Source: an optimization exercise on an open RTL-to-GDS flow (aim: a short achievable clock period and few clock cycles per item). Production flows keep margins and buffers that such runs may drop.
Function was checked by simulation only, so behaviour that the tests miss may differ from the original.
Power and IR drop assume default switching activity.

### flow/config.mk
export PLATFORM = sky130hd
export DESIGN_NAME = rle_enc
export DESIGN_NICKNAME = rle_enc
export VERILOG_FILES = /design/flow/design.v
export SDC_FILE = /design/flow/constraint.sdc
export NUM_CORES = 4
export LEC_CHECK = 0
export ABC_CLOCK_PERIOD_IN_PS = 3000
export CAP_MARGIN = 20
export CORE_MARGIN = 2
export CORE_UTILIZATION = 55
export CTS_CLUSTER_DIAMETER = 100
export CTS_CLUSTER_SIZE = 25
export PLACE_DENSITY = 0.7
export SLEW_MARGIN = 20
### flow/constraint.sdc
create_clock -name core_clock -period 10.0 [get_ports {clk}]
set_input_delay 2.0000 -clock core_clock [delete_from_list [all_inputs] [get_ports {clk}]]
set_output_delay 2.0000 -clock core_clock [all_outputs]
set_load 0.01 [all_outputs]
### flow/design.v
module rle_enc (
    input  wire        clk,
    input  wire        rst,          
    input  wire        start,        
    input  wire        clear,        
    input  wire [15:0] in_count,     
    input  wire [20:0] cfg,          
    input  wire [15:0] out_cap,      
    output wire [15:0] mem_addr,     
    input  wire [31:0] mem_rdata,    
    output reg         out_valid,
    output reg  [7:0]  out_byte,
    output wire        busy,
    output wire        done,
    output wire        error,
    output reg  [3:0]  cause,
    output reg  [31:0] info,
    output wire [15:0] out_len,      
    output reg  [18:0] out_bits,     
    output reg  [15:0] idx           
);
    localparam [3:0] C_OUT_CAPACITY   = 4'd3,
                     C_VALUE_TOO_WIDE = 4'd4;
    reg busy_r, done_r, error_r;
    reg run_r;                       
    reg st1;                         
    assign busy  = busy_r;
    assign done  = done_r;
    assign error = error_r;
    wire start_acc = start && !clear && !rst && !run_r;
    wire finish;
    reg  tsucc;
    reg [15:0] n_r, cap_r;
    reg [4:0]  ws_r;
    reg [3:0]  r0_r, r1_r, r2_r, r3_r;
    always @(posedge clk) begin
        if (start_acc) begin
            n_r   <= in_count;
            cap_r <= out_cap;
            ws_r  <= cfg[4:0];
            r0_r  <= cfg[8:5];
            r1_r  <= cfg[12:9];
            r2_r  <= cfg[16:13];
            r3_r  <= cfg[20:17];
        end
    end
    wire ctl_ok = !rst && !clear;
    always @(posedge clk) begin
        st1     <= start_acc;
        busy_r  <= ctl_ok && (start_acc || (busy_r && !finish));
        run_r   <= ctl_ok && (start_acc || (run_r && !finish));
        done_r  <= ctl_ok && !start_acc && (done_r || (finish && tsucc));
        error_r <= ctl_ok && !start_acc && (error_r || (finish && !tsucc));
    end
    reg [5:0]  k_w;                  
    reg [31:0] k_vm;                 
    reg [15:0] k_m0, k_m1, k_m2, k_m3;   
    reg [4:0]  k_r3;                 
    reg [5:0]  k_c3_0, k_c3_1, k_c3_2, k_c3_3;   
    reg [5:0]  k_c4_0, k_c4_1, k_c4_2, k_c4_3;   
    reg [5:0]  k_fs0, k_fs1, k_fs2, k_fs3;       
    reg [50:0] k_full;               
    reg [5:0]  w6;
    reg [4:0]  rr0, rr1, rr2, rr3;
    reg [15:0] m3;
    always @(posedge clk) begin
        w6     <= {1'b0, ws_r} + 6'd1;
        rr0    <= {1'b0, r0_r} + 5'd1;
        rr1    <= {1'b0, r1_r} + 5'd1;
        rr2    <= {1'b0, r2_r} + 5'd1;
        rr3    <= {1'b0, r3_r} + 5'd1;
        k_w    <= w6;
        k_vm   <= ~(32'hFFFFFFFF << ({1'b0, ws_r} + 6'd1));
        k_m0   <= ~(16'hFFFF << rr0);
        k_m1   <= ~(16'hFFFF << rr1);
        k_m2   <= ~(16'hFFFF << rr2);
        k_m3   <= ~(16'hFFFF << rr3);
        m3     <= ~(16'hFFFF << rr3);
        k_r3   <= rr3;
        k_c3_0 <= {1'b0, rr0} + 6'd3;
        k_c3_1 <= {1'b0, rr1} + 6'd3;
        k_c3_2 <= {1'b0, rr2} + 6'd3;
        k_c3_3 <= {1'b0, rr3} + 6'd3;
        k_c4_0 <= {1'b0, rr0} + w6 + 6'd3;
        k_c4_1 <= {1'b0, rr1} + w6 + 6'd3;
        k_c4_2 <= {1'b0, rr2} + w6 + 6'd3;
        k_c4_3 <= {1'b0, rr3} + w6 + 6'd3;
        k_fs0  <= {1'b0, rr0} + w6;
        k_fs1  <= {1'b0, rr1} + w6;
        k_fs2  <= {1'b0, rr2} + w6;
        k_fs3  <= {1'b0, rr3} + w6;
        k_full <= ({35'd0, m3} << k_w) | (51'd7 << k_fs3);
    end
    localparam FD = 8;               
    reg  [3:0]  fcnt;
    reg  [15:0] raddr, iss_left;
    reg         fe_run;
    reg         v1, l1;
    reg         first;
    reg  [31:0] e2;                  
    reg         ev2, el2, sn2, tw2;
    assign mem_addr = raddr;
    always @(posedge clk) begin
        raddr <= start_acc ? 16'd0 : raddr + {15'd0, iss};
    end
    wire iss = fe_run && (iss_left != 16'd0) && (fcnt < 4'd4);
    always @(posedge clk) begin
        if (rst || clear) begin
            fe_run <= 1'b0;
            v1     <= 1'b0;
            ev2    <= 1'b0;
        end else if (start_acc) begin
            iss_left <= in_count;
            fe_run   <= 1'b1;
            v1       <= 1'b0;
            ev2      <= 1'b0;
            first    <= 1'b1;
        end else begin
            v1 <= iss;
            l1 <= (iss_left == 16'd1);
            if (iss) begin
                iss_left <= iss_left - 16'd1;
            end
            ev2 <= v1;
            if (v1) begin
                e2    <= mem_rdata;
                el2   <= l1;
                sn2   <= first || (mem_rdata != e2);
                tw2   <= |(mem_rdata & ~k_vm);
                first <= 1'b0;
            end
        end
    end
    reg         cur_v, cur_tw, flush;
    reg  [31:0] cur_val;
    reg  [15:0] cur_lm1, cur_len, eidx;
    wire        fin_now = ev2 && el2 && !sn2 && !flush;
    wire [15:0] g_lm1  = fin_now ? cur_len : cur_lm1;
    wire        g_flag = |g_lm1;
    wire        le0    = ~|(g_lm1 & ~k_m0);
    wire        le1    = ~|(g_lm1 & ~k_m1);
    wire        le2    = ~|(g_lm1 & ~k_m2);
    wire [1:0]  g_s    = (!g_flag || le0) ? 2'd0 : le1 ? 2'd1 : le2 ? 2'd2 : 2'd3;
    wire        g_chk  = g_flag && !le0 && !le1 && !le2;
    reg         e5v, e5tw, e5fin, e5emp, e5flag;
    reg  [1:0]  e5s;
    reg  [31:0] e5val;
    reg  [15:0] e5fld, e5end, e5lm1;
    reg         e5chk;
    wire        ev_out = flush || fin_now || (ev2 && sn2 && cur_v);
    always @(posedge clk) begin
        e5v <= 1'b0;
        if (start_acc) begin
            cur_v <= 1'b0;
            eidx  <= 16'd0;
            flush <= (in_count == 16'd0);
        end else begin
            if (ev_out) begin
                e5v    <= 1'b1;
                e5tw   <= cur_tw;
                e5fin  <= flush || fin_now;
                e5emp  <= !cur_v;
                e5val  <= cur_val;
                e5end  <= (flush || fin_now) ? n_r : eidx;
                e5flag <= g_flag;
                e5s    <= g_s;
                e5fld  <= g_chk ? (g_lm1 & k_m3) : g_lm1;
                e5chk  <= g_chk;
                e5lm1  <= g_lm1;
            end
            if (flush) begin
                flush <= 1'b0;
            end else if (ev2) begin
                if (sn2) begin
                    cur_v   <= 1'b1;
                    cur_val <= e2;
                    cur_lm1 <= 16'd0;
                    cur_len <= 16'd1;
                    cur_tw  <= tw2;
                end else begin
                    cur_lm1 <= cur_lm1 + 16'd1;
                    cur_len <= cur_len + 16'd1;
                end
                eidx <= eidx + 16'd1;
                if (el2 && sn2) flush <= 1'b1;
            end
        end
    end
    reg  [5:0]  f5_fs;
    always @(*) begin
        case (e5s)
            2'd0:    f5_fs = k_fs0;
            2'd1:    f5_fs = k_fs1;
            2'd2:    f5_fs = k_fs2;
            default: f5_fs = k_fs3;
        endcase
    end
    wire [15:0] f5_nfull = e5lm1 >> k_r3;
    wire        e5hf     = e5chk && (f5_nfull != 16'd0);
    wire [15:0] e5nfm1   = f5_nfull - 16'd1;
    wire [50:0] f5_comp = {19'd0, e5val} | ({35'd0, e5fld} << k_w) |
                          ({48'd0, e5flag, e5s} << f5_fs);
    localparam FW = 51 + 2 + 1 + 16 + 1 + 1 + 1 + 16;
    reg  [FW-1:0] fq [0:FD-1];
    reg  [2:0]    wptr, rptr;
    wire          push = e5v && !st1;
    wire          pop;
    wire [FW-1:0] fin_w = {f5_comp, e5s, e5tw, e5end, e5fin, e5emp, e5hf, e5nfm1};
    always @(posedge clk) begin
        if (push) fq[wptr] <= fin_w;
        if (start_acc) begin
            fcnt <= 4'd0;
            wptr <= 3'd0;
            rptr <= 3'd0;
        end else begin
            fcnt <= fcnt + {3'd0, push} - {3'd0, pop};
            if (push) wptr <= wptr + 3'd1;
            if (pop)  rptr <= rptr + 3'd1;
        end
    end
    wire [FW-1:0] hd = fq[rptr];
    wire [50:0] h_comp = hd[FW-1 -: 51];
    wire [1:0]  h_s    = hd[37:36];
    wire        h_tw   = hd[35];
    wire [15:0] h_end  = hd[34:19];
    wire        h_fin  = hd[18];
    wire        h_emp  = hd[17];
    wire        h_hf   = hd[16];
    wire [15:0] h_nfm1 = hd[15:0];
    reg         gi_v, gi_tw, gi_fin;
    reg  [50:0] gi_comp;
    reg  [5:0]  gi_c1, gi_c2, gi_c3, gi_c4;
    reg  [5:0]  gi_w1, gi_w2, gi_w3, gi_w4;
    reg  [7:0]  gi_lim;              
    reg  [15:0] gi_idx;
    reg  [15:0] last_end;            
    reg  [1:0]  hdr;
    reg         chk, ccz;
    reg  [15:0] ccnt;
    wire        a_take;
    wire        g_rdy = !gi_v || a_take;
    wire        fne   = (fcnt != 4'd0);
    wire        g_pop = g_rdy && (hdr == 2'd2) && fne &&
                        (h_emp || h_tw || !h_hf || (chk && ccz));
    assign pop = g_pop;
    reg  [5:0]  h_c3, h_c4;
    always @(*) begin
        case (h_s)
            2'd0:    begin h_c3 = k_c3_0; h_c4 = k_c4_0; end
            2'd1:    begin h_c3 = k_c3_1; h_c4 = k_c4_1; end
            2'd2:    begin h_c3 = k_c3_2; h_c4 = k_c4_2; end
            default: begin h_c3 = k_c3_3; h_c4 = k_c4_3; end
        endcase
    end
    always @(posedge clk) begin
        if (st1) begin
            hdr      <= 2'd0;
            chk      <= 1'b0;
            gi_v     <= 1'b0;
            last_end <= 16'd0;
        end else if (g_rdy) begin
            gi_v   <= 1'b0;
            gi_tw  <= 1'b0;
            gi_fin <= 1'b0;
            gi_w1  <= 6'd1;
            gi_w2  <= 6'd2;
            gi_w4  <= k_w;
            gi_c1  <= 6'd1;
            gi_c2  <= 6'd3;
            if (hdr == 2'd0) begin
                gi_v    <= 1'b1;
                gi_comp <= {14'd0, 16'd0, n_r, ws_r};
                gi_c1   <= 6'd32;
                gi_c2   <= 6'd37;
                gi_c3   <= 6'd37;
                gi_c4   <= 6'd37;
                gi_lim  <= 8'd91;
                gi_w1   <= 6'd32;
                gi_w2   <= 6'd5;
                gi_w3   <= 6'd0;
                gi_w4   <= 6'd0;
                gi_idx  <= 16'd0;
                hdr     <= 2'd1;
            end else if (hdr == 2'd1) begin
                gi_v    <= 1'b1;
                gi_comp <= {35'd0, r0_r, r1_r, r2_r, r3_r};
                gi_c1   <= 6'd4;
                gi_c2   <= 6'd8;
                gi_c3   <= 6'd12;
                gi_c4   <= 6'd16;
                gi_lim  <= 8'd112;
                gi_w1   <= 6'd4;
                gi_w2   <= 6'd4;
                gi_w3   <= 6'd4;
                gi_w4   <= 6'd4;
                gi_idx  <= 16'd0;
                hdr     <= 2'd2;
            end else if (fne) begin
                gi_v   <= 1'b1;
                gi_idx <= h_end;
                if (h_emp) begin
                    gi_comp <= 51'd0;
                    gi_fin  <= 1'b1;
                    gi_c1   <= 6'd0;
                    gi_c2   <= 6'd0;
                    gi_c3   <= 6'd0;
                    gi_c4   <= 6'd0;
                    gi_lim  <= 8'd128;
                end else if (h_tw) begin
                    gi_tw  <= 1'b1;
                    gi_idx <= last_end;
                    gi_lim <= 8'd128;
                end else if (h_hf && !chk) begin
                    chk     <= 1'b1;
                    ccnt    <= h_nfm1;
                    ccz     <= (h_nfm1 == 16'd0);
                    gi_comp <= (h_comp & {19'd0, k_vm}) | k_full;
                    gi_c3   <= k_c3_3;
                    gi_c4   <= k_c4_3;
                    gi_lim  <= 8'd128 - {2'd0, k_c4_3};
                    gi_w3   <= {1'b0, k_r3};
                end else if (h_hf && !ccz) begin
                    ccnt    <= ccnt - 16'd1;
                    ccz     <= (ccnt == 16'd1);
                    gi_comp <= (h_comp & {19'd0, k_vm}) | k_full;
                    gi_c3   <= k_c3_3;
                    gi_c4   <= k_c4_3;
                    gi_lim  <= 8'd128 - {2'd0, k_c4_3};
                    gi_w3   <= {1'b0, k_r3};
                end else begin
                    chk      <= 1'b0;
                    gi_comp  <= h_comp;
                    gi_c3    <= h_c3;
                    gi_c4    <= h_c4;
                    gi_lim   <= 8'd128 - {2'd0, h_c4};
                    gi_w3    <= h_c3 - 6'd3;
                    gi_fin   <= h_fin;
                    last_end <= h_end;
                end
            end
        end
    end
    reg  [18:0] ab, aroom;
    reg  [7:0]  occ;
    reg         a_ok;
    reg         aterm, afail;
    reg  [5:0]  f_c1, f_c2, f_c3, f_w1, f_w2, f_w3, f_w4;
    reg  [15:0] f_idx;
    reg         bv, bterm, bsucc;
    reg  [57:0] bcomp;               
    reg  [3:0]  brot;                
    reg  [3:0]  bnb;                 
    reg  [18:0] bbits;
    reg  [3:0]  bcause;
    reg  [15:0] binfo, bidx;
    assign a_take = gi_v && a_ok && !aterm && run_r && !st1;
    wire        rs    = (aroom[18:6] == 13'd0);
    wire        lt4   = rs && (aroom[5:0] < gi_c4);
    wire [18:0] ab_c4 = ab + {13'd0, gi_c4};
    wire [6:0]  lo_c4 = {4'd0, ab[2:0]} + {1'b0, gi_c4};
    wire [6:0]  rot_a = 7'd0 - ab_c4[6:0];
    wire [57:0] sh0   = {7'd0, gi_comp};
    wire [57:0] sh1   = rot_a[0] ? {sh0[56:0], 1'b0} : sh0;
    wire [57:0] sh2   = rot_a[1] ? {sh1[55:0], 2'b0} : sh1;
    wire [57:0] sh3   = rot_a[2] ? {sh2[53:0], 4'b0} : sh2;
    reg         ov_i;                
    wire [7:0]  occ_n = occ - (ov_i ? 8'd8 : 8'd0);
    wire [7:0]  occ_t = occ_n + {2'd0, gi_c4};
    wire        flt1  = rs && (aroom[5:0] < f_c1);
    wire        flt2  = rs && (aroom[5:0] < f_c2);
    wire        flt3  = rs && (aroom[5:0] < f_c3);
    reg         afail2;
    reg  [5:0]  f_len;
    wire [6:0]  f_lo  = {4'd0, ab[2:0]} + {1'b0, f_len};
    always @(posedge clk) begin
        bv    <= 1'b0;
        bterm <= 1'b0;
        bnb   <= 4'd0;
        afail <= 1'b0;
        afail2 <= 1'b0;
        if (st1) begin
            ab    <= 19'd0;
            aroom <= {cap_r, 3'b000};
            aterm <= 1'b0;
            occ   <= 8'd0;
            a_ok  <= 1'b1;
        end else begin
            if (a_take && !gi_tw && !lt4) begin
                occ  <= occ_t;
                a_ok <= (occ_t <= 8'd77);
            end else begin
                occ  <= occ_n;
                a_ok <= (occ_n <= 8'd77);
            end
            if (a_take) begin
                bcomp <= sh3;
                brot  <= rot_a[6:3];
                bidx  <= gi_idx;
                f_c1  <= gi_c1;
                f_c2  <= gi_c2;
                f_c3  <= gi_c3;
                f_w1  <= gi_w1;
                f_w2  <= gi_w2;
                f_w3  <= gi_w3;
                f_w4  <= gi_w4;
                f_idx <= gi_idx;
                if (gi_tw) begin
                    aterm  <= 1'b1;
                    bterm  <= 1'b1;
                    bsucc  <= 1'b0;
                    bcause <= C_VALUE_TOO_WIDE;
                    binfo  <= gi_idx;
                    bbits  <= ab;
                end else if (lt4) begin
                    aterm <= 1'b1;
                    afail <= 1'b1;
                end else begin
                    bv     <= 1'b1;
                    ab     <= ab_c4;
                    aroom  <= aroom - {13'd0, gi_c4};
                    bbits  <= ab_c4;
                    bcause <= 4'd0;
                    binfo  <= 16'd0;
                    bsucc  <= 1'b1;
                    bnb    <= lo_c4[6:3];
                    if (gi_fin) begin
                        aterm <= 1'b1;
                        bterm <= 1'b1;
                        bidx  <= n_r;
                        bnb   <= lo_c4[6:3] + {3'd0, (lo_c4[2:0] != 3'd0)};
                    end
                end
            end else if (afail) begin
                afail2 <= 1'b1;
                binfo  <= {10'd0, flt1 ? f_w1 : flt2 ? f_w2 : flt3 ? f_w3 : f_w4};
                f_len  <= flt1 ? 6'd0 : flt2 ? f_c1 : flt3 ? f_c2 : f_c3;
            end else if (afail2) begin
                bv     <= 1'b1;
                bterm  <= 1'b1;
                bsucc  <= 1'b0;
                bcause <= C_OUT_CAPACITY;
                bbits  <= ab + {13'd0, f_len};
                bnb    <= f_lo[6:3];
            end
        end
    end
    wire [57:0]  c1rot   = bcomp;
    wire [3:0]   c1byte  = brot;
    wire         c1v     = bv;
    wire         c1term  = bterm;
    wire         c1succ  = bsucc;
    wire [3:0]   c1nb    = bnb;
    wire [18:0]  c1bits  = bbits;
    wire [3:0]   c1cause = bcause;
    wire [15:0]  c1info  = binfo;
    wire [15:0]  c1idx   = bidx;
    wire [127:0] cw  = {70'd0, c1rot};
    wire [127:0] cr1 = c1byte[0] ? {cw[119:0],  cw[127:120]}  : cw;
    wire [127:0] cr2 = c1byte[1] ? {cr1[111:0], cr1[127:112]} : cr1;
    wire [127:0] cr3 = c1byte[2] ? {cr2[95:0],  cr2[127:96]}  : cr2;
    wire [127:0] cr4 = c1byte[3] ? {cr3[63:0],  cr3[127:64]}  : cr3;
    wire [127:0] rrot = c1v ? cr4 : 128'd0;
    reg  [127:0] ring;
    reg  [5:0]   avail;              
    reg          termr;
    reg  [18:0]  tbits;
    reg  [3:0]   tcause;
    reg  [15:0]  tinfo, tidx;
    reg  [15:0]  rd;
    wire         eact = run_r && !st1;
    wire         emit = eact && (avail != 6'd0);
    reg  [3:0]   sp;                 
    wire [3:0]   slot = ~sp;
    reg  [127:0] clrm;
    reg  [7:0]   ebyte;
    integer j;
    always @(*) begin
        clrm  = 128'd0;
        ebyte = 8'd0;
        for (j = 0; j < 16; j = j + 1) begin
            if (slot == j[3:0]) begin
                clrm[8*j +: 8] = {8{emit}};
                ebyte = ring[8*j +: 8];
            end
        end
    end
    assign finish = eact && termr && (avail[5:1] == 5'd0);
    assign out_len = rd;
    always @(posedge clk) begin
        if (st1) begin
            ring  <= 128'd0;
            avail <= 6'd0;
            termr <= 1'b0;
        end else begin
            ring  <= (ring & ~clrm) | rrot;
            avail <= avail + {2'd0, c1nb} - {5'd0, emit};
            if (c1term) begin
                termr  <= 1'b1;
                tsucc  <= c1succ;
                tbits  <= c1bits;
                tcause <= c1cause;
                tinfo  <= c1info;
                tidx   <= c1idx;
            end
            if (finish) termr <= 1'b0;
        end
    end
    always @(posedge clk) begin
        rd <= st1 ? 16'd0 : rd + {15'd0, emit};
        sp <= st1 ? 4'd0 : sp + {3'd0, emit};
        ov_i <= emit;
    end
    always @(posedge clk) begin
        if (rst || clear) begin
            out_valid <= 1'b0;
        end else begin
            out_valid <= emit;
        end
        out_byte <= ebyte;
        cause    <= tcause;
        info     <= {16'd0, tinfo};
        out_bits <= tbits;
        idx      <= tidx;
    end
endmodule
### flow/flow/run.sh
#!/bin/bash
set -euo pipefail
MARGIN=$(cat flow/margin.txt)
bash standard.sh SETUP_SLACK_MARGIN="$MARGIN" finish > make_finish.log 2>&1
### flow/flow/margin.txt
7.5
### flow/standard.sh
#!/bin/bash
# synth_recipe.tcl (not shown) runs the flow's synth.tcl, then flattens the netlist and writes it again
# the make line also repeats each setting of config.mk as NAME=value (left out here)
make -C /OpenROAD-flow-scripts/flow DESIGN_CONFIG=/design/flow/config.mk WORK_HOME=/design/flow/orfs CLKGATE_MAP_FILE= SYNTH_SCRIPT=/design/flow/synth_recipe.tcl "${@:-finish}"
==> reports/metrics.cfg, run 1 <==
[status]
outcome = no timing/DRC/antenna violations

[power]
total_power_mw = 22.1
power.density_mw_per_mm2 = 220
seq_power_share = 0.428
p_leak_nw = 35.7
switchingPower_mw = 7.22
ir_drop_mv = 0.210
p_int_mw = 14.9
combPwrFrac = 0.380
p_clk_frac = 0.191
switching_share = 0.327

[grt]
grt_max_degree = 87
grt_pass1_wl_um = 361000
grt.overflow.total = 0
grt_pass1_vias = 52900
grt_antenna_before_repair = 8
grt_usage = 0.326

[route]
dr.first_iter.drc_count = 7407
ant_nets = 0
wl_per_cell_um = 29.4
drt_pass1_iterations = 8
viasPerCell = 6.41
vias = 56200
routed_wl_um = 257000
drc = 0

[timing]
fin_ws_ps = 6680
max_freq_mhz = 302
setup_viol = 0
finalClockSkew_ps = 40.0
min_period_ps = 3320
fin_tns_setup_ps = 0
drv_slew = 0
rsz0062_at_grt = yes
worst_pin_slew_ps = 1050
fin_crit_sh = 0.332
whs_ps = 339
max_slew_margin = 0.292
final_hold_viol_count = 0

[layout]
num_antenna_cells = 0
finalInstanceArea_mm2 = 0.100
drive_gt1_frac = 0.315
area_growth_pct = 23.4
nNetsFinal = 6975
fin_cells = 8756
fin_util = 0.681

[placed_design]
place_congestion = 0.978
place_ws_ps = 4770
dp.cells = 8012
dp_hpwl_um = 156000
io_buffer_count = 186
placed_area_mm2 = 0.0858

[die]
die_w_um = 388
start_util = 0.552
io_pins = 204
rows = 141
fp.coreArea_mm2 = 0.147
die_h_um = 388
dieArea_mm2 = 0.151

[synthesis]
yosysSeqAreaShare = 0.626
postSynthCellCount = 6139
syn_area_per_cell_um2 = 13.2
netlist_area_mm2 = 0.0813
ys_seq_elements = 1890
ys.warnings.count = 1
ys_types = 88
synthArstFlopShare = 0
synth_edf_count = 1302
synth-main-ff-cell = edfxtp_1

[critical_path]
reg2reg_to = bcomp[28]
endpoint = bcomp[28]
r2r_cells = 9
cp-end-kind = register
startpoint_type = register
worstReg2RegStart = gi_c4[0]
cp_slowest_stage_delay_ps = 560
crit_path_top_delay_cell = fa_2
crit_fanout = 8
cp.arrival_ps = 3790
cp_cell_sequence = buf_12, ha_4, fa_2, inv_2, ha_4, buf_12, buf_16, mux2_4, mux4_2
rrSetupSlack_ps = 6680
critical_path_class = reg2reg
crit_path_start = gi_c4[0]
crit_required_ps = 10480

[worst_hold_path]
hold_path.class = reg2reg

[run]
maxCapViolCount = 0

[clocking]
clock_path_buffers = 3
clkTransAtPathRegs_ps = 110
cts_tree = built
htree_levels = 3
hold_buffers = 0
cts_num_sinks = 1890
cts-root-buf = clkbuf_16
worstSkewPairLatency_ps = 770
cts_buffers = 87

## routing by layer
layer | GRT usage | routed length (um)
met3 | 0.0606 | 26200
met4 | 0.124 | 12600
met5 | 0 | 12
met1 | 0.452 | 99300
met2 | 0.513 | 119000
## how the worst min path moves through the flow
stage,start,to,slack (ps),depth (start not counted)
3_5_place_dp,tbits[4],out_bits[4],330,0
2_1_floorplan,tcause[1],cause[1],320,0
3_3_place_gp,tbits[15],out_bits[15],320,0
6_report,tidx[10],idx[10],340,0
5_1_grt,tinfo[11],info[11],350,0
4_1_cts,tbits[6],out_bits[6],340,0
## layout make-up
type                       count  area, um2
clock inverter                11        179
fill                        9798      47000
timing repair inverter         3       25.0
multi-input combinational   3721      33400
tap                         1930       2410
timing repair buffer         826       9850
inverter                     225        928
clock buffer                 150       2470
sequential                  1890      51000
## power groups by stage
| stage | registers (mW) | clock network [mW] | logic [mW] |
|---|---|---|---|
| 6_report | 9.46 | 4.22 | 8.40 |
| 2_1_floorplan | 9.39 | 0 | 4.35 |
| 5_1_grt | 9.50 | 4.52 | 8.79 |
| 3_5_place_dp | 9.64 | 0 | 5.56 |
| 4_1_cts | 9.42 | 4.26 | 7.45 |
| 3_3_place_gp | 9.63 | 0 | 5.48 |
## layout by cell type, fill, tap and decap left out, types with 31 or more instances in the layout
cell type / Yosys / routed
xor2_1: 136 / 122
clkbuf_1: 205 / 59
nor2_2: 1 / 58
o21ai_1: 3 / 41
nor3_1: 75 / 46
a21oi_1: 305 / 242
inv_1: 220 / 190
buf_6: 4 / 226
mux4_2: 237 / 243
mux2_4: 0 / 73
mux2i_2: 0 / 31
mux2_2: 180 / 107
and3_1: 44 / 42
dfxtp_2: 0 / 79
clkbuf_16: 0 / 100
buf_16: 0 / 49
dfxtp_1: 588 / 488
a21o_1: 43 / 42
o22ai_2: 0 / 33
nor2_1: 539 / 439
nand2_1: 447 / 403
buf_12: 0 / 85
o21ai_0: 262 / 163
mux2i_1: 272 / 189
nand4_1: 32 / 32
a22oi_1: 109 / 96
nor2b_1: 44 / 31
a21oi_2: 0 / 46
buf_4: 25 / 312
o21ai_2: 0 / 41
xnor2_1: 118 / 107
nor2_4: 0 / 44
clkdlybuf4s50_1: 0 / 44
mux2i_4: 2 / 54
nand2b_1: 57 / 46
ha_1: 122 / 107
nand3_1: 92 / 77
o22ai_1: 99 / 58
edfxtp_1: 1302 / 1302
buf_2: 48 / 34
## flip-flops by register name, summed over array words and instances, names as in the netlist, 19 cells and up, named ones only
signal,cells
tbits,19
k_vm,32
bbits,19
e2,32
ring,128
aroom,19
gi_comp,51
e5val,32
bcomp,58
ab,19
cur_val,32
out_bits,19
fq,712
k_full,51
## critical path, delay by kind of cell (launching register included)
kind / cells / cell delay [ps]
mux: 2 / 840
fa+ha+maj: 3 / 1080
flops: 1 / 550
buf+inv: 4 / 570
## cell families after synthesis
| group | synth area share |
|---|---|
| mux | 0.127 |
| fa+ha+maj | 0.0212 |
| flops | 0.626 |
| other cells | 0.0000461 |
| buf+inv | 0.0285 |
| simple gates | 0.0824 |
| xor+xnor | 0.0274 |
| compound gates | 0.0880 |
## synthesized netlist by cell type, types with 32 or more instances
cell / n / area share
o22ai_1: 99 / 0.0076
a21o_1: 43 / 0.0040
nor4_1: 34 / 0.0026
nand3_1: 92 / 0.0057
mux2_2: 180 / 0.025
o21ai_0: 262 / 0.016
o221ai_1: 33 / 0.0036
a22oi_1: 109 / 0.010
dfxtp_1: 588 / 0.14
nor2b_1: 44 / 0.0034
buf_2: 48 / 0.0030
clkbuf_1: 205 / 0.0095
nand2b_1: 57 / 0.0044
buf_1: 57 / 0.0026
and3_1: 44 / 0.0034
xnor2_1: 118 / 0.013
ha_1: 122 / 0.019
nor2_1: 539 / 0.025
mux2i_1: 272 / 0.033
inv_1: 220 / 0.010
nand2_1: 447 / 0.021
xor2_1: 136 / 0.015
mux4_2: 237 / 0.066
nor3_1: 75 / 0.0046
edfxtp_1: 1302 / 0.48
a21oi_1: 305 / 0.019
nand4_1: 32 / 0.0025
a211oi_1: 40 / 0.0037
## what timing repair did
action	in CTS	in global routing
cloned	67	16
setup endpoints to repair	2349	1382
resized for setup	1489	528
setup buffers	352	147
pin swaps	189	213
Testbench counts, summed over its fixed seeds: cycles 289,953, elements 287,431.
==> run 2, diff against run 1 <==
--- a/flow/config.mk
+++ b/flow/config.mk
@@ -8,8 +8,8 @@
 export ABC_CLOCK_PERIOD_IN_PS = 3000
 export CAP_MARGIN = 20
 export CORE_MARGIN = 2
-export CORE_UTILIZATION = 55
+export CORE_UTILIZATION = 65
 export CTS_CLUSTER_DIAMETER = 100
 export CTS_CLUSTER_SIZE = 25
-export PLACE_DENSITY = 0.7
+export PLACE_DENSITY = 0.75
 export SLEW_MARGIN = 20
==> run 2 against run 1 <==
  * Still clean
  * Clock power about the same
  * Die area down 15%
  * Critical path depth increased by 4
  * Sequential power about the same
  * Hold slack improved by 5.5 ps
  * Global-route usage grew 5.9 points
  * Sequential share of layout area barely moved
  * Cell area shrank 0.11%
  * Setup slack gained 7.6 ps
  * Routed wire length up 4.5%
  * Clock skew increased by 11 ps
  * Combinational power hardly changed
  * Critical path type unchanged
==> reports/metrics.cfg, run 2 <==
[timing]
rsz0062_at_grt = yes
finalClockSkew_ps = 50.7
fin_tns_setup_ps = 0
fin_ws_ps = 6690
drv_slew = 0
setup_viol = 0
worst_pin_slew_ps = 1130
max_freq_mhz = 302
fin_crit_sh = 0.331
min_period_ps = 3310
final_hold_viol_count = 0
max_slew_margin = 0.228

[synthesis]
ys_types = 88
netlist_area_mm2 = 0.0813
synth_most_common_cell = edfxtp_1
synth-main-ff-cell = edfxtp_1
synth_edf_count = 1302
postSynthCellCount = 6139
synth.largest_area_cell = edfxtp_1
synth_top_area_share = 0.481
syn_area_per_cell_um2 = 13.2
synth.area.top_cells = edfxtp_1 (48%), dfxtp_1 (14%), mux4_2 (6.6%), mux2i_1 (3.3%), mux2_2 (2.5%)
ys.warnings.count = 1
synth_common_cells = edfxtp_1 (1302), dfxtp_1 (588), nor2_1 (539), nand2_1 (447), a21oi_1 (305)
ys_seq_elements = 1890
yosysSeqAreaShare = 0.626
synthArstFlopShare = 0

[die]
io_pins = 204
start_util = 0.656
die_h_um = 358
dieArea_mm2 = 0.128
rows = 129
fp.coreArea_mm2 = 0.124
die_w_um = 358

[route]
vias = 58200
drt_pass1_iterations = 8
routed_wl_um = 269000
wl_per_cell_um = 31.6
ant_nets = 0
dr.first_iter.drc_count = 8423
viasPerCell = 6.85
drc = 0

[run]
maxCapViolCount = 0

[worst_hold_path]
hold_path.class = reg2reg
whs_path_depth = 0

[clocking]
cts_buffers = 86
clkTransAtPathRegs_ps = 110
cts-root-buf = clkbuf_16
clock_path_buffers = 3
hold_buffers = 0
cts_tree = built
cts_num_sinks = 1890
htree_levels = 3
worstSkewPairLatency_ps = 780

[placed_design]
dp_hpwl_um = 151000
io_buffer_count = 186
place_ws_ps = 4800
place_congestion = 0.992

[grt]
grt_usage = 0.385
grt_antenna_before_repair = 7
grt_pass1_vias = 53500
grt.overflow.total = 0
grt_max_degree = 106
grt_pass1_wl_um = 358000

[layout]
nNetsFinal = 7010
largest_reg_flops = 712
area_growth_pct = 23.3
top_register = fq
final_common_cell = edfxtp_1
final_cell_mix = edfxtp_1 (1302), dfxtp_1 (497), nor2_1 (462)
drive_gt1_frac = 0.309
n_fill_cell = 6472
top_regs = fq (712), ring (128), bcomp (58)

[critical_path]
cp_slowest_stage_delay_ps = 570
path_depth = 13
cp_common_cell = buf_6
cp_cell_sequence = buf_6, buf_6, ha_4, fa_2, inv_2, ha_4, buf_12, buf_16, buf_6, buf_12, mux2i_4, a211oi_1, o21bai_1
crit_family = adder cells
crit_path_top_delay_cell = fa_2
critical_path_class = reg2reg
cp.arrival_ps = 3900
startpoint_type = register
crit_fanout = 7
r2r_cells = 13
cp-end-kind = register
crit_required_ps = 10600
crit_buf_inv = 7

[status]
outcome = no timing/DRC/antenna violations

[power]
ir_drop_mv = 0.231
p_leak_nw = 35.8
power.density_mw_per_mm2 = 220

## run 2: cell counts after synthesis
Identical to the previous run, type by type.
## run 2: cell families after synthesis
| logic type | Yosys count | synth area share |
|---|---|---|
| DFF | 1890 | 0.626 |
| and+or+nand+nor | 1486 | 0.0824 |
| AOI/OAI and AO/OA | 1113 | 0.0880 |
| muxes | 698 | 0.127 |
| buffers and inverters | 565 | 0.0285 |
| xor gates and xnor gates | 254 | 0.0274 |
| adders and majority gates | 132 | 0.0212 |
| other | 1 | 0.0000461 |
## run 2: final cells by class
| class | instances | area [um2] | area share |
|---|---|---|---|
| Tap cell | 1637 | 2050 | 0.0204 |
| Clock buffer | 152 | 2460 | 0.0246 |
| Clock inverter | 7 | 128 | 0.00127 |
| Timing Repair inverter | 5 | 90.1 | 0.000899 |
| Multi-Input combinational cell | 3723 | 33200 | 0.331 |
| Inverter | 225 | 925 | 0.00923 |
| Sequential cell | 1890 | 51000 | 0.509 |
| Timing Repair Buffer | 858 | 10300 | 0.103 |
| Antenna cell | 7 | 17.5 | 0.000175 |
## run 2: metal layers
metal	vias to the layer above	GRT usage	share of wire
li1	24200	-	-
met1	28600	0.528	0.35
met2	4425	0.601	0.45
met3	934	0.0773	0.13
met4	4	0.177	0.069
met5	-	0	0.000086
## run 2: report_power, final
group	total (mW)	internal, mW	switching (mW)	leakage, nW
Combinational	8.40	4.01	4.39	17.9
Sequential	9.48	9.03	0.447	16.8
Clock	4.21	1.72	2.50	1.23
Total	22.1	14.8	7.33	35.8
## run 2: metrics by stage
stage | util | instances | power (mW) | cell area (um2) | hold WS [ps]
2_1_floorplan | - | 6155 | 13.7 | 82600 | 323
3_3_place_gp | 0.689 | 7717 | 15.0 | 85400 | 324
3_5_place_dp | 0.689 | 7717 | 15.1 | 85400 | 327
4_1_cts | 0.770 | 8250 | 20.6 | 95500 | 347
5_1_grt | 0.808 | 8498 | 22.7 | 100000 | 355
6_report | 0.809 | 8504 | 22.1 | 100000 | 345
## run 2: path summary, 6_finish.rpt
path / start / endpoint / slack, ps
worst max-delay path: gi_c4[0] / bcomp[7] / 6690
worst min-delay path: tinfo[15] / info[15] / 340
worst max register to register: gi_c4[0] / bcomp[7] / 6690
worst min register to register: tinfo[15] / info[15] / 340
## run 2: timing repair
item,CTS,global route
endpoints found under the hold margin,0,0
resized for setup,1395,554
buffers inserted,308,217
pin swaps,174,200
cloned,66,30
setup endpoints to repair,2382,1573
==> run 3, diff against run 2 <==
--- a/flow/design.v
+++ b/flow/design.v
@@ -60,6 +60,15 @@
     reg [5:0]  k_c4_0, k_c4_1, k_c4_2, k_c4_3;   
     reg [5:0]  k_fs0, k_fs1, k_fs2, k_fs3;       
     reg [50:0] k_full;               
+    reg [2:0]  k_sh0, k_sh1, k_sh2, k_sh3;       
+    reg [3:0]  k_nb0, k_nb1, k_nb2, k_nb3;       
+    reg [6:0]  k_wsh0, k_wsh1, k_wsh2, k_wsh3;   
+    reg [6:0]  k_fsh0, k_fsh1, k_fsh2, k_fsh3;   
+    reg [57:0] k_vmp, k_fullp;                   
+    wire [6:0] nc4_0 = 7'd0 - {1'b0, k_c4_0};
+    wire [6:0] nc4_1 = 7'd0 - {1'b0, k_c4_1};
+    wire [6:0] nc4_2 = 7'd0 - {1'b0, k_c4_2};
+    wire [6:0] nc4_3 = 7'd0 - {1'b0, k_c4_3};
     reg [5:0]  w6;
     reg [4:0]  rr0, rr1, rr2, rr3;
     reg [15:0] m3;
@@ -90,6 +99,24 @@
         k_fs2  <= {1'b0, rr2} + w6;
         k_fs3  <= {1'b0, rr3} + w6;
         k_full <= ({35'd0, m3} << k_w) | (51'd7 << k_fs3);
+        k_sh0  <= 3'd0 - k_c4_0[2:0];
+        k_sh1  <= 3'd0 - k_c4_1[2:0];
+        k_sh2  <= 3'd0 - k_c4_2[2:0];
+        k_sh3  <= 3'd0 - k_c4_3[2:0];
+        k_nb0  <= nc4_0[6:3];
+        k_nb1  <= nc4_1[6:3];
+        k_nb2  <= nc4_2[6:3];
+        k_nb3  <= nc4_3[6:3];
+        k_wsh0 <= k_w + {3'd0, 3'd0 - k_c4_0[2:0]};
+        k_wsh1 <= k_w + {3'd0, 3'd0 - k_c4_1[2:0]};
+        k_wsh2 <= k_w + {3'd0, 3'd0 - k_c4_2[2:0]};
+        k_wsh3 <= k_w + {3'd0, 3'd0 - k_c4_3[2:0]};
+        k_fsh0 <= k_fs0 + {3'd0, 3'd0 - k_c4_0[2:0]};
+        k_fsh1 <= k_fs1 + {3'd0, 3'd0 - k_c4_1[2:0]};
+        k_fsh2 <= k_fs2 + {3'd0, 3'd0 - k_c4_2[2:0]};
+        k_fsh3 <= k_fs3 + {3'd0, 3'd0 - k_c4_3[2:0]};
+        k_vmp   <= {26'd0, k_vm} << k_sh3;
+        k_fullp <= {7'd0, k_full} << k_sh3;
     end
     localparam FD = 8;               
     reg  [3:0]  fcnt;
@@ -186,21 +213,31 @@
             end
         end
     end
-    reg  [5:0]  f5_fs;
+    reg  [2:0]  f5_sh;
+    reg  [6:0]  f5_wsh, f5_fsh;
+    reg  [2:0]  g_sh;
+    reg  [6:0]  g_wsh, g_fsh;
     always @(*) begin
-        case (e5s)
-            2'd0:    f5_fs = k_fs0;
-            2'd1:    f5_fs = k_fs1;
-            2'd2:    f5_fs = k_fs2;
-            default: f5_fs = k_fs3;
+        case (g_s)
+            2'd0:    begin g_sh = k_sh0; g_wsh = k_wsh0; g_fsh = k_fsh0; end
+            2'd1:    begin g_sh = k_sh1; g_wsh = k_wsh1; g_fsh = k_fsh1; end
+            2'd2:    begin g_sh = k_sh2; g_wsh = k_wsh2; g_fsh = k_fsh2; end
+            default: begin g_sh = k_sh3; g_wsh = k_wsh3; g_fsh = k_fsh3; end
         endcase
     end
+    always @(posedge clk) begin
+        if (ev_out) begin
+            f5_sh  <= g_sh;
+            f5_wsh <= g_wsh;
+            f5_fsh <= g_fsh;
+        end
+    end
     wire [15:0] f5_nfull = e5lm1 >> k_r3;
     wire        e5hf     = e5chk && (f5_nfull != 16'd0);
     wire [15:0] e5nfm1   = f5_nfull - 16'd1;
-    wire [50:0] f5_comp = {19'd0, e5val} | ({35'd0, e5fld} << k_w) |
-                          ({48'd0, e5flag, e5s} << f5_fs);
-    localparam FW = 51 + 2 + 1 + 16 + 1 + 1 + 1 + 16;
+    wire [57:0] f5_comp = ({26'd0, e5val} << f5_sh) | ({42'd0, e5fld} << f5_wsh) |
+                          ({55'd0, e5flag, e5s} << f5_fsh);
+    localparam FW = 58 + 2 + 1 + 16 + 1 + 1 + 1 + 16;
     reg  [FW-1:0] fq [0:FD-1];
     reg  [2:0]    wptr, rptr;
     wire          push = e5v && !st1;
@@ -219,7 +256,7 @@
         end
     end
     wire [FW-1:0] hd = fq[rptr];
-    wire [50:0] h_comp = hd[FW-1 -: 51];
+    wire [57:0] h_comp = hd[FW-1 -: 58];
     wire [1:0]  h_s    = hd[37:36];
     wire        h_tw   = hd[35];
     wire [15:0] h_end  = hd[34:19];
@@ -228,7 +265,8 @@
     wire        h_hf   = hd[16];
     wire [15:0] h_nfm1 = hd[15:0];
     reg         gi_v, gi_tw, gi_fin;
-    reg  [50:0] gi_comp;
+    reg  [57:0] gi_comp;             
+    reg  [3:0]  gi_nb;               
     reg  [5:0]  gi_c1, gi_c2, gi_c3, gi_c4;
     reg  [5:0]  gi_w1, gi_w2, gi_w3, gi_w4;
     reg  [7:0]  gi_lim;              
@@ -244,6 +282,7 @@
                         (h_emp || h_tw || !h_hf || (chk && ccz));
     assign pop = g_pop;
     reg  [5:0]  h_c3, h_c4;
+    reg  [3:0]  h_nb;
     always @(*) begin
         case (h_s)
             2'd0:    begin h_c3 = k_c3_0; h_c4 = k_c4_0; end
@@ -251,6 +290,12 @@
             2'd2:    begin h_c3 = k_c3_2; h_c4 = k_c4_2; end
             default: begin h_c3 = k_c3_3; h_c4 = k_c4_3; end
         endcase
+        case (h_s)
+            2'd0:    h_nb = k_nb0;
+            2'd1:    h_nb = k_nb1;
+            2'd2:    h_nb = k_nb2;
+            default: h_nb = k_nb3;
+        endcase
     end
     always @(posedge clk) begin
         if (st1) begin
@@ -269,7 +314,8 @@
             gi_c2  <= 6'd3;
             if (hdr == 2'd0) begin
                 gi_v    <= 1'b1;
-                gi_comp <= {14'd0, 16'd0, n_r, ws_r};
+                gi_comp <= {18'd0, 16'd0, n_r, ws_r, 3'd0};    
+                gi_nb   <= 4'd11;
                 gi_c1   <= 6'd32;
                 gi_c2   <= 6'd37;
                 gi_c3   <= 6'd37;
@@ -283,7 +329,8 @@
                 hdr     <= 2'd1;
             end else if (hdr == 2'd1) begin
                 gi_v    <= 1'b1;
-                gi_comp <= {35'd0, r0_r, r1_r, r2_r, r3_r};
+                gi_comp <= {42'd0, r0_r, r1_r, r2_r, r3_r};    
+                gi_nb   <= 4'd14;
                 gi_c1   <= 6'd4;
                 gi_c2   <= 6'd8;
                 gi_c3   <= 6'd12;
@@ -299,7 +346,8 @@
                 gi_v   <= 1'b1;
                 gi_idx <= h_end;
                 if (h_emp) begin
-                    gi_comp <= 51'd0;
+                    gi_comp <= 58'd0;
+                    gi_nb   <= 4'd0;
                     gi_fin  <= 1'b1;
                     gi_c1   <= 6'd0;
                     gi_c2   <= 6'd0;
@@ -314,7 +362,8 @@
                     chk     <= 1'b1;
                     ccnt    <= h_nfm1;
                     ccz     <= (h_nfm1 == 16'd0);
-                    gi_comp <= (h_comp & {19'd0, k_vm}) | k_full;
+                    gi_comp <= (h_comp & k_vmp) | k_fullp;
+                    gi_nb   <= k_nb3;
                     gi_c3   <= k_c3_3;
                     gi_c4   <= k_c4_3;
                     gi_lim  <= 8'd128 - {2'd0, k_c4_3};
@@ -322,7 +371,8 @@
                 end else if (h_hf && !ccz) begin
                     ccnt    <= ccnt - 16'd1;
                     ccz     <= (ccnt == 16'd1);
-                    gi_comp <= (h_comp & {19'd0, k_vm}) | k_full;
+                    gi_comp <= (h_comp & k_vmp) | k_fullp;
+                    gi_nb   <= k_nb3;
                     gi_c3   <= k_c3_3;
                     gi_c4   <= k_c4_3;
                     gi_lim  <= 8'd128 - {2'd0, k_c4_3};
@@ -330,6 +380,7 @@
                 end else begin
                     chk      <= 1'b0;
                     gi_comp  <= h_comp;
+                    gi_nb    <= h_nb;
                     gi_c3    <= h_c3;
                     gi_c4    <= h_c4;
                     gi_lim   <= 8'd128 - {2'd0, h_c4};
@@ -347,22 +398,24 @@
     reg  [5:0]  f_c1, f_c2, f_c3, f_w1, f_w2, f_w3, f_w4;
     reg  [15:0] f_idx;
     reg         bv, bterm, bsucc;
-    reg  [57:0] bcomp;               
+    reg  [64:0] bcomp;               
+    reg  [6:0]  nab;                 
     reg  [3:0]  brot;                
     reg  [3:0]  bnb;                 
     reg  [18:0] bbits;
     reg  [3:0]  bcause;
     reg  [15:0] binfo, bidx;
-    assign a_take = gi_v && a_ok && !aterm && run_r && !st1;
-    wire        rs    = (aroom[18:6] == 13'd0);
-    wire        lt4   = rs && (aroom[5:0] < gi_c4);
+    reg         rb, sv, sv2, lt4_r;
+    reg         rs;                  
+    assign a_take = gi_v && a_ok && !aterm && run_r && !st1 && (rb || sv2);
+    wire        lt4c  = rs && (aroom[5:0] < gi_c4);
+    wire        lt4   = !rb && lt4_r;
     wire [18:0] ab_c4 = ab + {13'd0, gi_c4};
     wire [6:0]  lo_c4 = {4'd0, ab[2:0]} + {1'b0, gi_c4};
-    wire [6:0]  rot_a = 7'd0 - ab_c4[6:0];
-    wire [57:0] sh0   = {7'd0, gi_comp};
-    wire [57:0] sh1   = rot_a[0] ? {sh0[56:0], 1'b0} : sh0;
-    wire [57:0] sh2   = rot_a[1] ? {sh1[55:0], 2'b0} : sh1;
-    wire [57:0] sh3   = rot_a[2] ? {sh2[53:0], 4'b0} : sh2;
+    wire [64:0] sh0   = {7'd0, gi_comp};
+    wire [64:0] sh1   = nab[0] ? {sh0[63:0], 1'b0} : sh0;
+    wire [64:0] sh2   = nab[1] ? {sh1[62:0], 2'b0} : sh1;
+    wire [64:0] sh3   = nab[2] ? {sh2[60:0], 4'b0} : sh2;
     reg         ov_i;                
     wire [7:0]  occ_n = occ - (ov_i ? 8'd8 : 8'd0);
     wire [7:0]  occ_t = occ_n + {2'd0, gi_c4};
@@ -378,8 +431,14 @@
         bnb   <= 4'd0;
         afail <= 1'b0;
         afail2 <= 1'b0;
+        rb    <= !st1 && (aroom >= 19'd102);
+        sv    <= !st1 && !rb && gi_v && !a_take;
+        sv2   <= !st1 && sv && gi_v && !a_take;
+        rs    <= (aroom[18:6] == 13'd0);
+        lt4_r <= lt4c;
         if (st1) begin
             ab    <= 19'd0;
+            nab   <= 7'd0;
             aroom <= {cap_r, 3'b000};
             aterm <= 1'b0;
             occ   <= 8'd0;
@@ -394,7 +453,7 @@
             end
             if (a_take) begin
                 bcomp <= sh3;
-                brot  <= rot_a[6:3];
+                brot  <= nab[6:3] + gi_nb;
                 bidx  <= gi_idx;
                 f_c1  <= gi_c1;
                 f_c2  <= gi_c2;
@@ -417,6 +476,7 @@
                 end else begin
                     bv     <= 1'b1;
                     ab     <= ab_c4;
+                    nab    <= 7'd0 - ab_c4[6:0];
                     aroom  <= aroom - {13'd0, gi_c4};
                     bbits  <= ab_c4;
                     bcause <= 4'd0;
@@ -444,7 +504,7 @@
             end
         end
     end
-    wire [57:0]  c1rot   = bcomp;
+    wire [64:0]  c1rot   = bcomp;
     wire [3:0]   c1byte  = brot;
     wire         c1v     = bv;
     wire         c1term  = bterm;
@@ -454,7 +514,7 @@
     wire [3:0]   c1cause = bcause;
     wire [15:0]  c1info  = binfo;
     wire [15:0]  c1idx   = bidx;
-    wire [127:0] cw  = {70'd0, c1rot};
+    wire [127:0] cw  = {63'd0, c1rot};
     wire [127:0] cr1 = c1byte[0] ? {cw[119:0],  cw[127:120]}  : cw;
     wire [127:0] cr2 = c1byte[1] ? {cr1[111:0], cr1[127:112]} : cr1;
     wire [127:0] cr3 = c1byte[2] ? {cr2[95:0],  cr2[127:96]}  : cr2;
--- a/flow/config.mk
+++ b/flow/config.mk
@@ -8,8 +8,8 @@
 export ABC_CLOCK_PERIOD_IN_PS = 3000
 export CAP_MARGIN = 20
 export CORE_MARGIN = 2
-export CORE_UTILIZATION = 65
+export CORE_UTILIZATION = 55
 export CTS_CLUSTER_DIAMETER = 100
 export CTS_CLUSTER_SIZE = 25
-export PLACE_DENSITY = 0.75
+export PLACE_DENSITY = 0.7
 export SLEW_MARGIN = 20
==> run 3 against run 2 <==
  * Cell area grew 14%
  * Via count rose by 15%
  * Global-route usage is 5.0 points lower
  * Core utilization decreased by 14 points
  * Fmax is 1.7% lower
  * Clock power rose by 15%
  * Power is 2.8% higher
  * Sequential cell count grew 283
  * Hold slack better by 1.9 ps
  * Area after synthesis rose by 17%
  * Clock skew fell by 0.71 ps
  * Sequential share of layout area shrank 0.60 points
  * Highest routed layer unchanged
==> reports/metrics.cfg, run 3 <==
[clocking]
worstSkewPairLatency_ps = 810
cts_tree = built
cts_buffers = 99
clock_path_buffers = 3
hold_buffers = 0
cts-root-buf = clkbuf_16
cts_num_sinks = 2173
clkTransAtPathRegs_ps = 100
htree_levels = 3

[layout]
nNetsFinal = 8145
drive_gt1_frac = 0.277
n_fill_cell = 11900
area_growth_pct = 20.1
final_cell_mix = edfxtp_1 (1393), dfxtp_1 (691), nor2_1 (551)
largest_reg_flops = 768
final_common_cell = edfxtp_1
top_register = fq
top_regs = fq (768), ring (128), bcomp (65)

[power]
ir_drop_mv = 0.170
total_power_mw = 22.7
p_leak_nw = 40.5
power.density_mw_per_mm2 = 198

[critical_path]
cp.arrival_ps = 1370
startpoint_type = register
crit_fanout = 2
crit_buf_inv = 1
crit_family = flip-flops
crit_path_top_delay_cell = dfxtp_4
r2r_cells = 13
cp_cell_sequence = buf_6
cp-end-kind = primary output
critical_path_class = reg2out
crit_required_ps = 8000
path_depth = 1
cp_slowest_stage_delay_ps = 440

[timing]
worst_pin_slew_ps = 1030
fin_ws_ps = 6630
rsz0062_at_grt = yes
max_slew_margin = 0.308
finalClockSkew_ps = 49.9
fin_tns_setup_ps = 0
max_freq_mhz = 297
min_period_ps = 3370
drv_slew = 0
setup_viol = 0
final_hold_viol_count = 0
fin_crit_sh = 0.337

[route]
routed_wl_um = 312000
wl_per_cell_um = 30.3
top_layer = met5
drt_pass1_iterations = 10
dr.first_iter.drc_count = 9699
met3WireLength_um = 36800
viasPerCell = 6.53
met1_length_um = 116000
drc = 0
ant_nets = 0
vias = 67200
wl_met2_um = 139000

[synthesis]
ys.warnings.count = 1
synth_common_cells = edfxtp_1 (1393), dfxtp_1 (780), nor2_1 (616), nand2_1 (572), a21oi_1 (339)
synth_most_common_cell = edfxtp_1
netlist_area_mm2 = 0.0953
synth_edf_count = 1393
ys_seq_elements = 2173
synth.area.top_cells = edfxtp_1 (44%), dfxtp_1 (16%), mux4_2 (7.1%), mux2i_1 (3.3%), mux2_2 (3.1%)
synth_top_area_share = 0.439
synth-main-ff-cell = edfxtp_1
ys_types = 90
syn_area_per_cell_um2 = 12.9
yosysSeqAreaShare = 0.603
synth.largest_area_cell = edfxtp_1
postSynthCellCount = 7402
synthArstFlopShare = 0

[placed_design]
dp_hpwl_um = 192000
place_congestion = 1.04
place_ws_ps = 4810
io_buffer_count = 186

[die]
start_util = 0.554
io_pins = 204
die_w_um = 420
fp.coreArea_mm2 = 0.172
die_h_um = 420
dieArea_mm2 = 0.177
rows = 152

[grt]
grt_max_degree = 89
grt_pass1_wl_um = 431000
grt_antenna_before_repair = 12
grt_pass1_vias = 62900
grt.overflow.total = 0
grt_usage = 0.335

[worst_hold_path]
hold_path.class = reg2reg
whs_path_depth = 0

[status]
outcome = no timing/DRC/antenna violations

[run]
maxCapViolCount = 0

-- run 3: cell types whose count changed in the layout (fill, tap and decap cells not counted), sizes merged, moves of 76 or more --
cell | previous run | this run
buf | 755 | 666
dfxtp | 588 | 780
nand2 | 455 | 572
edfxtp | 1302 | 1393
mux2 | 180 | 262
nor2 | 541 | 617
-- run 3: path summary, 6_finish.rpt --
| path | slack, ps | to | startpoint |
|---|---|---|---|
| worst max-delay path | 6630 | mem_addr[0] | raddr[0] |
| worst min-delay path | 350 | info[14] | tinfo[14] |
| worst max register to register | 6740 | f5_fsh[2] | sn2 |
| worst min register to register | 350 | info[14] | tinfo[14] |
-- run 3: logic make-up (layout without fill, tap and decap cells) --
group,after synthesis,after routing,share of synthesized area
simple gates,1831,1846,0.0880
buf+inv,695,1226,0.0299
other cells,1,24,0.0000393
xor+xnor,303,303,0.0278
fa+ha+maj,172,172,0.0241
mux,888,889,0.137
flops,2173,2173,0.603
compound gates,1339,1344,0.0907
-- run 3: report_power, final --
part           internal [mW]  switching (mW)  leakage [nW]
clock network           1.97            2.86          1.42
logic                   3.13            3.77          19.9
registers               10.3           0.641          19.2
total                   15.4            7.27          40.5
-- run 3: area by class of cell --
class	count	area, um2	share of cell area
Sequential cell	2173	57600	0.503
Multi-Input combinational cell	4571	40100	0.351
Timing Repair Buffer	773	9760	0.0853
Tap cell	2310	2890	0.0252
Clock inverter	13	145	0.00127
Antenna cell	7	17.5	0.000153
Inverter	262	1060	0.00928
Timing Repair inverter	4	32.5	0.000284
Clock buffer	174	2830	0.0247
-- run 3: through the flow --
stage	utilization	hold slack [ps]	area (um2)	instances
detailed placement	0.579	327	99500	9569
global route	0.666	356	114000	10300
CTS	0.640	341	110000	10100
global placement	0.579	327	99500	9568
finish	0.666	347	114000	10300
floorplan	-	323	96000	7418
-- run 3: timing repair --
action | in CTS | in global routing
pin swaps | 131 | 206
setup buffers | 275 | 139
gates cloned | 79 | 31
gates resized for setup | 1401 | 563
endpoints found under the setup margin | 2068 | 1571
-- run 3: layer usage --
layer	track usage	up-vias
met5	0	-
met4	0.176	4
met3	0.0757	852
met2	0.511	4406
met1	0.450	33400
li1	-	28600
Testbench counts of run 3, summed over its fixed seeds: cycles 289,953, elements 287,431.
==> run 4, diff against run 3 <==
==> flow/config.mk (replaced) <==
export PLATFORM = sky130hd
export DESIGN_NAME = rle_enc
export DESIGN_NICKNAME = rle_enc
export VERILOG_FILES = /design/flow/design.v
export SDC_FILE = /design/flow/constraint.sdc
export NUM_CORES = 4
export LEC_CHECK = 0
export ABC_CLOCK_PERIOD_IN_PS = 2500
export CAP_MARGIN = 20
export CORE_MARGIN = 2
export CORE_UTILIZATION = 65
export CTS_CLUSTER_DIAMETER = 100
export CTS_CLUSTER_SIZE = 25
export PLACE_DENSITY = 0.75
export SLEW_MARGIN = 20
==> run 4 against run 3 <==
  * Area after synthesis did not move
  * Core utilization grew 12 points
  * Combinational power up 2%
==> reports/metrics.cfg, run 4 <==
[status]
outcome = no timing/DRC/antenna violations

[route]
wl_per_cell_um = 33.7
routed_wl_um = 336000
dr.first_iter.drc_count = 11900
viasPerCell = 7.00
drc = 0
drt_pass1_iterations = 9
ant_nets = 0
vias = 69700

[clocking]
clkTransAtPathRegs_ps = 120
clock_path_buffers = 3
hold_buffers = 0
cts_tree = built
cts_buffers = 97
htree_levels = 3
cts_num_sinks = 2173
cts-root-buf = clkbuf_16
worstSkewPairLatency_ps = 820

[layout]
top_register = fq
drive_gt1_frac = 0.295
seqCellArea_mm2 = 0.0576
largest_reg_flops = 768
n_fill_cell = 8007
area_growth_pct = 20.6
final_cell_mix = edfxtp_1 (1393), dfxtp_1 (685), nand2_1 (530)
top_regs = fq (768), ring (128), bcomp (65)
nNetsFinal = 8221
final_common_cell = edfxtp_1
multi_input_area_mm2 = 0.0404

[critical_path]
crit_family = adder cells
startpoint_type = register
critical_path_class = reg2reg
crit_fanout = 8
reg2reg_to = fcnt[2]
rrSetupSlack_ps = 6670
path_depth = 15
r2r_cells = 15
cp_cell_sequence = buf_4, buf_12, buf_16, mux4_2, mux2i_4, a21o_4, nor2_4, nor4b_4, ha_4, inv_4, ha_4, inv_2, fa_2, xor2_1, nor2_1
cp-end-kind = register
crit_path_top_delay_cell = nor4b_4
crit_required_ps = 10670
cp_common_cell = ha_4
crit_buf_inv = 5
cp_slowest_stage_delay_ps = 420
endpoint = fcnt[2]
cp.arrival_ps = 4000

[run]
maxCapViolCount = 0

[worst_hold_path]
hold_path.class = reg2reg

[grt]
grt_util_met1 = 0.552
use_met2 = 0.625
grt.overflow.total = 0
grt_antenna_before_repair = 15
grt_pass1_wl_um = 451000
grt_max_degree = 91
grt.busiest_layer = met2
grt_usage = 0.415
grt_pass1_vias = 64600
use_met3 = 0.0997

[die]
fp.coreArea_mm2 = 0.146
die_h_um = 387
die_w_um = 387
dieArea_mm2 = 0.150
io_pins = 204
rows = 140
start_util = 0.655

[synthesis]
synth_common_cells = edfxtp_1 (1393), dfxtp_1 (780), nor2_1 (616), nand2_1 (572), a21oi_1 (339)
synth.largest_area_cell = edfxtp_1
ys.warnings.count = 1
synth_top_area_share = 0.439
netlist_area_mm2 = 0.0953
synth-main-ff-cell = edfxtp_1
ys_types = 90
synthArstFlopShare = 0
ys_seq_elements = 2173
synth.area.top_cells = edfxtp_1 (44%), dfxtp_1 (16%), mux4_2 (7.1%), mux2i_1 (3.3%), mux2_2 (3.1%)
syn_area_per_cell_um2 = 12.9
synth_edf_count = 1393
yosysSeqAreaShare = 0.603
postSynthCellCount = 7402
synth_most_common_cell = edfxtp_1

[timing]
drv_slew = 0
max_freq_mhz = 300
fin_tns_setup_ps = 0
finalClockSkew_ps = 72.5
max_slew_margin = 0.218
fin_crit_sh = 0.333
setup_viol = 0
rsz0062_at_grt = yes
worst_pin_slew_ps = 1140
min_period_ps = 3330
final_hold_viol_count = 0

[power]
power.density_mw_per_mm2 = 199
p_leak_nw = 40.9
ir_drop_mv = 0.189
total_power_mw = 22.9

[placed_design]
place_congestion = 1.01
dp_hpwl_um = 199000
io_buffer_count = 186

==> run 4: cell families after synthesis <==
family / after synthesis / share of synthesized area
AOI/OAI and AO/OA: 1339 / 0.0907
xor gates and xnor gates: 303 / 0.0278
adders and majority gates: 172 / 0.0241
buffers and inverters: 695 / 0.0299
DFF: 2173 / 0.603
muxes: 888 / 0.137
other: 1 / 0.0000393
and+or+nand+nor: 1831 / 0.0880
==> run 4: area by class of cell <==
class	instances	area share
Inverter	262	0.00927
Clock inverter	13	0.00239
Sequential cell	2173	0.501
Tap cell	1917	0.0209
Antenna cell	10	0.000218
Multi-Input combinational cell	4569	0.351
Clock buffer	170	0.0237
Timing Repair Buffer	853	0.0911
Timing Repair inverter	4	0.000261
==> run 4: repair_timing <==
action,4_1_cts,5_1_grt
gates resized for setup,1495,613
buffers inserted,344,149
cloned,78,23
pin swaps,171,250
endpoints found under the setup margin,2215,1770
==> run 4: report_power, final <==
| group | switching [mW] | internal [mW] | leakage, nW | total [mW] |
|---|---|---|---|---|
| combinational | 3.97 | 3.10 | 20.3 | 7.07 |
| sequential | 0.609 | 10.3 | 19.2 | 10.9 |
| clock | 2.88 | 1.98 | 1.42 | 4.86 |
| total | 7.46 | 15.4 | 40.9 | 22.9 |
==> run 4: per-layer routing <==
metal	up-vias	wire [um]
met4	12	28100
li1	28700	-
met2	5704	148000
met3	1248	44500
met5	-	292
met1	34100	115000
==> run 4: how the worst min path moves through the flow <==
stage              start      endpoint  slack (ps)  cells past startpoint
2_1_floorplan  tcause[1]      cause[1]         320                      0
3_3_place_gp    tinfo[9]       info[9]         320                      0
3_5_place_dp   tbits[18]  out_bits[18]         330                      0
4_1_cts        tinfo[13]      info[13]         350                      0
5_1_grt        tbits[18]  out_bits[18]         360                      0
6_report       tinfo[15]      info[15]         340                      0
==> run 4: per-stage QoR <==
step	instance area (um2)	hold WS, ps	std cells	setup WS (ps)	utilization
finish	115000	338	9971	6670	0.790
global route	115000	356	9961	6670	0.790
CTS	111000	346	9789	6700	0.761
detailed placement	99100	328	9184	4560	0.681
global placement	99100	325	9184	4640	0.681
floorplan	96000	323	7418	5600	-

port drivers added, routing unchanged:
In the flow no input, the clock included, has a driving cell. The finished layouts below were timed again as built, in two steps.
Step 1, drivers: a clkbuf_16 drives clk and a buf_2 each remaining input, both assumed.
Step 2 adds t to the input delays and takes it off the output delays; t is the mean of the earliest and latest rising clock arrival at the registers after step 1. Input paths then give back, and output paths get back, about the clock's delay inside the block.
Slacks: ideal ports / drivers / drivers and shift; pairs: ideal ports / drivers.
| run | t, ns | setup WS [ns] | worst setup path after step 2 | worst data-port slew with drivers (ns) | pins driven straight from the clock port |
|---|---|---|---|---|---|
| run 1 | 0.830 | 6.685 / 6.648 / 6.469 | input to register | 0.16 | 1 |
| run 2 | 0.836 | 6.692 / 6.676 / 6.386 | input to register | 0.07 | 1 |
| run 3 | 0.871 | 6.634 / 6.544 / 6.305 | input to register | 0.11 | 1 |
| run 4 | 0.867 | 6.670 / 6.663 / 6.029 | input to register | 0.07 | 1 |
After both steps every run listed still meets setup and hold. The setup slack of run 4, which loses most, moves by -0.007 ns with the drivers and by -0.641 ns with both steps.
